This design comes from an exercise in tuning for small area on the open sky130 flow, not from production work. Where RTL was checked, it was by simulation tests only, not by an equivalence proof against the original. Power and IR drop assume default switching activity.

## run A
## veml6035_ctrl
module veml6035_ctrl (
  input         clk,
  input         rst,
  input         cmd_valid,
  input  [63:0] cmd_word,
  output        cmd_ready,
  output [2:0]  status,
  output [63:0] result,
  output [15:0] err,
  output [1:0]  state,
  output        tx_req,
  output [1:0]  tx_op,
  output [6:0]  tx_addr,
  output [1:0]  tx_len,
  output [23:0] tx_wdata,
  output        tx_stop,
  input         tx_ack,
  input  [7:0]  tx_rdata,
  input         tx_fail
);
  localparam ST_OK = 3'd0, ST_BUS = 3'd1, ST_IDM = 3'd2, ST_INV = 3'd3, ST_ILL = 3'd4,
             ST_NONE = 3'd7;
  localparam S_UNINIT = 2'd0, S_PROBING = 2'd1, S_CONFIGURED = 2'd2, S_FAILED = 2'd3;
  localparam [31:0] LENS_ONE = 32'h0001_0000;
  localparam PC_S0 = 5'd0,  PC_S1 = 5'd1,  PC_RW = 5'd2,  PC_WW = 5'd3,
             PC_ALS = 5'd4, PC_FLG = 5'd5, PC_FREL = 5'd7,
             PC_A0 = 5'd8,  PC_FIN = 5'd15, PC_B0 = 5'd16, PC_FFLG = 5'd23,
             PC_L0 = 5'd24, PC_L1 = 5'd25, PC_R0 = 5'd26, PC_R1 = 5'd27,
             PC_FLENS = 5'd31;
  localparam E_IDLE = 3'd0, E_PRE = 3'd1, E_LUX = 3'd2, E_ADDW = 3'd3,
             E_ARITH = 3'd4, E_CLAMP = 3'd5, E_ROT = 3'd6;
  reg        running;
  ...
clock: 35.0 ns
lec_check: 0
cap_margin: 0
core_margin: 2
core_utilization: 50
place_density: 0.7
slew_margin: 0
standard.sh (not shown) runs the stock make flow with config.mk's settings and CLKGATE_MAP_FILE= SYNTH_SCRIPT=/design/flow/synth_recipe.tcl, a recipe that flattens the netlist after the stock synthesis.
==> flow/flow/run.sh <==
#!/bin/bash
set -euo pipefail
export BUFFER_PORTS_ARGS="-buffer_cell sky130_fd_sc_hd__buf_1"
export CTS_ARGS="-sink_clustering_enable -repair_clock_nets -dont_use_dummy_load -buf_list sky130_fd_sc_hd__clkbuf_8 -sink_clustering_size 12 -sink_clustering_max_diameter 100"
bash standard.sh > layout.log 2>&1
Run A ran to completion and came out clean on the timing, design-rule and antenna checks.
Inputs modified between run A and run B:
==> flow/flow/run.sh <==
#!/bin/bash
set -euo pipefail
export BUFFER_PORTS_ARGS="-buffer_cell sky130_fd_sc_hd__buf_1"
export CTS_ARGS="-sink_clustering_enable -repair_clock_nets -dont_use_dummy_load -buf_list sky130_fd_sc_hd__clkbuf_8 -sink_clustering_size 16 -sink_clustering_max_diameter 120"
bash standard.sh > layout.log 2>&1
Run B | status: complete | timing, DRC, antenna: pass
Looking at run A and run B, the highest clock rate is a wash.
Per the comparison of run B with run A, via count lower; number of buffers inserted during clock tree synthesis has decreased; total number of tap cells neither gained nor lost much; met1 demand-to-capacity share in global routing now sits at about the same level; part of the total power dissipated in the clock network fell 1.9 points.
Diff run A -> run B: total buffers and inverters traversed by the critical path held, post-route clock period utilization held, share of power burned in registers went up 1.5 points, wire length held.
Edits applied to the flow inputs when going from run B to run C:
Settings: PLACE_DENSITY now 0.8, was 0.7; CORE_UTILIZATION now 65, was 50.
==> flow/flow/run.sh <==
#!/bin/bash
set -euo pipefail
export BUFFER_PORTS_ARGS="-buffer_cell sky130_fd_sc_hd__buf_1"
export CTS_ARGS="-sink_clustering_enable -repair_clock_nets -dont_use_dummy_load -buf_list sky130_fd_sc_hd__clkbuf_8 -sink_clustering_size 18 -sink_clustering_max_diameter 120"
bash standard.sh > layout.log 2>&1
## What came out
- Comparing run C and run B, clock skew is lower on run C.
- Cmp run C and run B / TritonCTS buffer count / higher: run B
- Looking at non-clock buffer count, run C sits above run B.
- Measured against each other, run C and run B differ in growth of design area from synthesis to finish, the higher figure coming from run B.
- Global routing usage on met2 in run C is 10 points above run B.
- Re share of power burned in the clock network: run C is 1.2 points down on run B.
- [diff] number of vias after detailed routing, run C relative to run B: regression
- Comparing run C and run B, the lower cell area is on run C.
Modified inputs, run D compared to run C
==> flow/flow/run.sh <==
#!/bin/bash
set -euo pipefail
export BUFFER_PORTS_ARGS="-buffer_cell sky130_fd_sc_hd__buf_1"
export CTS_ARGS="-sink_clustering_enable -repair_clock_nets -dont_use_dummy_load -buf_list sky130_fd_sc_hd__clkbuf_8 -sink_clustering_size 16 -sink_clustering_max_diameter 120"
bash standard.sh > layout.log 2>&1
Results
- Run D completed every stage of the flow, and the final layout passed the timing, design-rule and antenna checks.
- Run C -> run D: number of synthesized flops with an enable pin delta 0, exact match
- | mean routed wirelength per cell | higher: run C |
- Taking run C as the reference point, the part of the total power dissipated in the clock network of run D rises by 1.0 points.
- Detailed-routing iteration count for the pre-antenna-repair pass ends up lower on run D.
Modified inputs, run E compared to run D
==> flow/flow/run.sh <==
#!/bin/bash
set -euo pipefail
export BUFFER_PORTS_ARGS="-buffer_cell sky130_fd_sc_hd__buf_1"
export CTS_ARGS="-sink_clustering_enable -repair_clock_nets -dont_use_dummy_load -buf_list sky130_fd_sc_hd__clkbuf_8 -sink_clustering_size 18 -sink_clustering_max_diameter 120"
bash standard.sh > layout.log 2>&1
Findings:
- Looking at the reports, run E completed the entire flow and the layout it produced met the timing, design-rule and antenna checks.
- Run E and run D ended up with roughly the same sequential portion of the cell area.
- Looking at run E and run D, the maximum clock path buffer count is a wash.
- Going from run D to run E, number of buffers inserted during clock tree synthesis shrinks by 2.

## harbor
Another version of the RTL of veml6035_ctrl (not shown whole).
For scale: ~220 flip-flops, roughly 13000 µm² of cells after synthesis.
export LEC_CHECK = 0
export CAP_MARGIN = 20
export CORE_MARGIN = 2
export CORE_UTILIZATION = 70
export PLACE_DENSITY = 0.8
export SLEW_MARGIN = 20
create_clock -name core_clock -period 35.0 [get_ports {clk}]
==> flow/flow/run.sh <==
#!/bin/bash
set -euo pipefail
export BUFFER_PORTS_ARGS="-buffer_cell sky130_fd_sc_hd__buf_1"
export CTS_ARGS="-sink_clustering_enable -repair_clock_nets -dont_use_dummy_load"
bash standard.sh > layout.log 2>&1
harbor: PASS, flow complete, no timing, DRC or antenna violations
> inputs changed (harbor -> willow)
==> flow/run.sh (new file) <==
#!/bin/bash
# synth_recipe.tcl (not shown) runs the flow's synth.tcl, then flattens the netlist and writes it again
# the make line also repeats each setting of config.mk as NAME=value (left out here)
make -C /OpenROAD-flow-scripts/flow DESIGN_CONFIG=/design/flow/config.mk WORK_HOME=/design/flow/orfs CLKGATE_MAP_FILE= SYNTH_SCRIPT=/design/flow/synth_recipe.tcl finish
removed: flow/flow/run.sh
removed: flow/standard.sh
[summary]
- Taking harbor as the reference point, the post-layout minimum cycle time of willow rises by 0.59 ns.
- Fraction of area in multi-input gates for willow: 4.3 points down relative to harbor
- willow has completed all stages; timing, DRC and antenna checks passed.
- Looking only at routing usage on met1, and setting everything else aside, the lower value of harbor and willow goes to harbor.
- Going from harbor to willow, post-layout total power grew by more than 10%.
Function was not checked in any run of this note: the RTL went through the layout flow alone.

what the ideal ports hide:
The results above use ideal ports. As a check the final layouts listed here were re-extracted and re-timed, cells and wires unchanged. Step 1: set_driving_cell puts a clkbuf_16 on clk and a buf_2 on each other input, an assumption about the parent block. Step 2 also shifts input and output timing later by t, the mid clock arrival at the registers, as if the neighbouring blocks saw the same clock. a / b / c = no drivers / after step 1 / after step 2; a / b = the first two.
run	shift t [ns]	slack for setup (ns)	worst setup path after step 2	slew at the worst register clock pin (ns)	worst slew at a driven data input, ns
run A	0.545	19.325 / 19.325 / 19.325	register to register	0.09 / 0.09	0.04
run B	0.544	19.318 / 19.318 / 19.318	register to register	0.12 / 0.12	0.04
run C	0.544	19.161 / 19.161 / 19.161	register to register	0.12 / 0.12	0.04
run D	0.536	19.221 / 19.221 / 19.221	register to register	0.11 / 0.11	0.03
run E	0.544	19.161 / 19.161 / 19.161	register to register	0.12 / 0.12	0.04
harbor	0.543	25.054 / 25.079 / 24.536	input to register	0.06 / 0.06	0.04
willow	0.562	24.466 / 24.486 / 23.924	input to register	0.07 / 0.07	0.05
After both steps every run listed still meets setup and hold. The setup slack of willow, which loses most, moves by +0.020 ns with the drivers and by -0.542 ns with both steps.
